Context: an optimization exercise on an open-source flow, tuned for small area, a short achievable clock period and few clock cycles. The choices shown serve that exercise and are no tape-out recipe.
The RTL was checked by simulation tests, not by an equivalence proof against the original design.
Power figures rest on the tool's default switching activity, not on a simulated workload.

// csum_codec
module csum_codec (
    input  wire         clk,
    input  wire         rst,
    input  wire         start,
    input  wire [31:0]  cmd,
    input  wire [7:0]   blen,
    input  wire [623:0] frame,
    output wire         ready,
    output reg          done,
    output wire [7:0]   status,
    output wire [15:0]  value
);
==> flow/config.mk <==
export PLATFORM = sky130hd
export DESIGN_NAME = csum_codec
export DESIGN_NICKNAME = csum_codec
export VERILOG_FILES = /design/flow/design.v
export SDC_FILE = /design/flow/constraint.sdc
export NUM_CORES = 4
export LEC_CHECK = 0
export CAP_MARGIN = 20
export CORE_AREA = 10 10 250 250
export CTS_BUF_LIST = sky130_fd_sc_hd__clkbuf_8
export CTS_CLUSTER_DIAMETER = 150
export CTS_CLUSTER_SIZE = 24
export DIE_AREA = 0 0 260 260
export GPL_ROUTABILITY_DRIVEN = 0
export SETUP_SLACK_MARGIN = 2.5
export SLEW_MARGIN = 20
export SYNTH_HIERARCHICAL = 1
==> flow/constraint.sdc <==
create_clock -name core_clock -period 8.0 [get_ports {clk}]
set_input_delay 1.6000 -clock core_clock [delete_from_list [all_inputs] [get_ports {clk}]]
set_output_delay 1.6000 -clock core_clock [all_outputs]
set_load 0.01 [all_outputs]
standard.sh (not shown) runs the stock make flow with config.mk's settings and CLKGATE_MAP_FILE= SYNTH_SCRIPT=/design/flow/synth_recipe.tcl, a recipe that flattens the netlist after the stock synthesis.
==> flow/flow/run.sh <==
#!/bin/bash
# The standard layout, with the port buffers made as buf_1 cells (every
# input and output port still gets its own buffer).
set -euo pipefail
export BUFFER_PORTS_ARGS="-buffer_cell sky130_fd_sc_hd__buf_1"
bash standard.sh synth > synth.log 2>&1
bash standard.sh finish > layout.log 2>&1
Testbench counts at the start, summed over its fixed seeds: cycles 3,200.
Change:
--- a/flow/config.mk
+++ b/flow/config.mk
@@ -9,7 +9,3 @@
 export CORE_AREA = 10 10 250 250
-export CTS_BUF_LIST = sky130_fd_sc_hd__clkbuf_8
-export CTS_CLUSTER_DIAMETER = 150
-export CTS_CLUSTER_SIZE = 24
 export DIE_AREA = 0 0 260 260
-export GPL_ROUTABILITY_DRIVEN = 0
 export SETUP_SLACK_MARGIN = 2.5
=>
- The changed run completed with no timing, DRC or antenna violations
- critical path depth rises by 1
- global-route usage rose by 1.2 points
- wire length increases by 4.0%
- clock power rose by 13%
- sequential power goes down by about 1%
- die area stays the same
- total power stays flat
- final cell count is lower by 0.34%
Change:
--- a/flow/config.mk
+++ b/flow/config.mk
@@ -10,3 +10,3 @@
 export DIE_AREA = 0 0 260 260
-export SETUP_SLACK_MARGIN = 2.5
+export SETUP_SLACK_MARGIN = 2.0
 export SLEW_MARGIN = 20
What happened: Synthesized area does not change. Routed wire length goes down slightly. Setup slack degrades by 360 ps. Non-clock buffer count fell by 45.
Change:
--- a/flow/config.mk
+++ b/flow/config.mk
@@ -9,4 +9,7 @@
 export CORE_AREA = 10 10 250 250
+export CTS_BUF_LIST = sky130_fd_sc_hd__clkbuf_8
+export CTS_CLUSTER_DIAMETER = 150
+export CTS_CLUSTER_SIZE = 24
 export DIE_AREA = 0 0 260 260
-export SETUP_SLACK_MARGIN = 2.0
+export SETUP_SLACK_MARGIN = 2.3
 export SLEW_MARGIN = 20
Clock-buffer cell count does not change.
Global-route usage barely changes.
Combinational power stays flat.
Setup slack is better by 220 ps.
Routed wire length climbs slightly.
Clock power drops by a quarter to a third.
Die area is unchanged.
Cell count climbs slightly.

---

## the baseline
csum_codec again, from the RTL that the note above started with.
export LEC_CHECK = 0
export CAP_MARGIN = 20
export CELL_PAD_IN_SITES_DETAIL_PLACEMENT = 0
export CELL_PAD_IN_SITES_GLOBAL_PLACEMENT = 0
export CORE_AREA = 10 10 250 250
export DIE_AREA = 0 0 260 260
export PLACE_DENSITY = 0.8
export SETUP_SLACK_MARGIN = 2.5
export SLEW_MARGIN = 20
export SYNTH_HIERARCHICAL = 1
create_clock -name core_clock -period 8.0 [get_ports {clk}]
Scripts as last shown in full above: flow/flow/run.sh
Testbench counts of the baseline, summed over its fixed seeds: cycles 3,200.
Edits applied to the flow inputs when going from the baseline to the candidate:
- SETUP_SLACK_MARGIN now 2.7, was 2.5
- CELL_PAD_IN_SITES_GLOBAL_PLACEMENT no longer set, was 0
- CTS_BUF_LIST now sky130_fd_sc_hd__clkbuf_8, previously not set
- CTS_CLUSTER_DIAMETER now 150, previously not set
- CELL_PAD_IN_SITES_DETAIL_PLACEMENT no longer set, was 0
- CTS_CLUSTER_SIZE now 24, previously not set
The final reports for the candidate and the baseline show combinational share of power higher in the former. The candidate supports a higher top clock frequency than the baseline. Going from the baseline to the candidate, met2 wire length now smaller, layout buffer count excluding clock buffers dropped 0.87%, number of tap cells added at floorplan was more or less identical. Going from the baseline to the candidate, the worst setup slack was found to have gone up by 0.075 ns. Compared with the baseline, the candidate shows a post-synthesis to final-layout area growth that is 1.4 points higher. Diff the candidate and the baseline: number of clock-tree buffers in the layout lower in the candidate. Re synthesized cell count: no difference whatsoever between the baseline and the candidate. On area of all placed cells without fillers, the lower figure sits with the baseline, not the candidate.

[separate check: timing with driven ports]
How much do the figures lean on ideal ports? The routed layouts below were timed once more, with nothing changed but the port constraints.
Step 1, drivers: a clkbuf_16 drives clk and a buf_2 each remaining input, both assumed.
Step 2 moves the port delays by t, midway between the first and last clock arrival at a register: inputs arrive t later, outputs are due t later. That takes back most of the time a late clock gives input paths.
Three values: ideal ports, drivers, drivers and shift; two values: the first two.
run	t (ns)	slack for setup (ns)	worst register clock-pin slew, ns
the first run of note 1	0.428	2.497 / 2.516 / 2.087	0.09 / 0.09
the second run of note 1	0.395	2.444 / 2.464 / 2.069	0.07 / 0.07
the third run of note 1	0.390	2.082 / 2.096 / 1.706	0.07 / 0.07
the fourth run of note 1	0.415	2.302 / 2.315 / 1.900	0.10 / 0.10
the baseline	0.409	2.513 / 2.525 / 2.116	0.07 / 0.07
the candidate	0.429	2.589 / 2.523 / 2.093	0.09 / 0.09
After both steps setup and hold are still met in every run listed. The setup slack of the candidate, which loses most, moves by -0.066 ns with the drivers and by -0.496 ns with both steps.
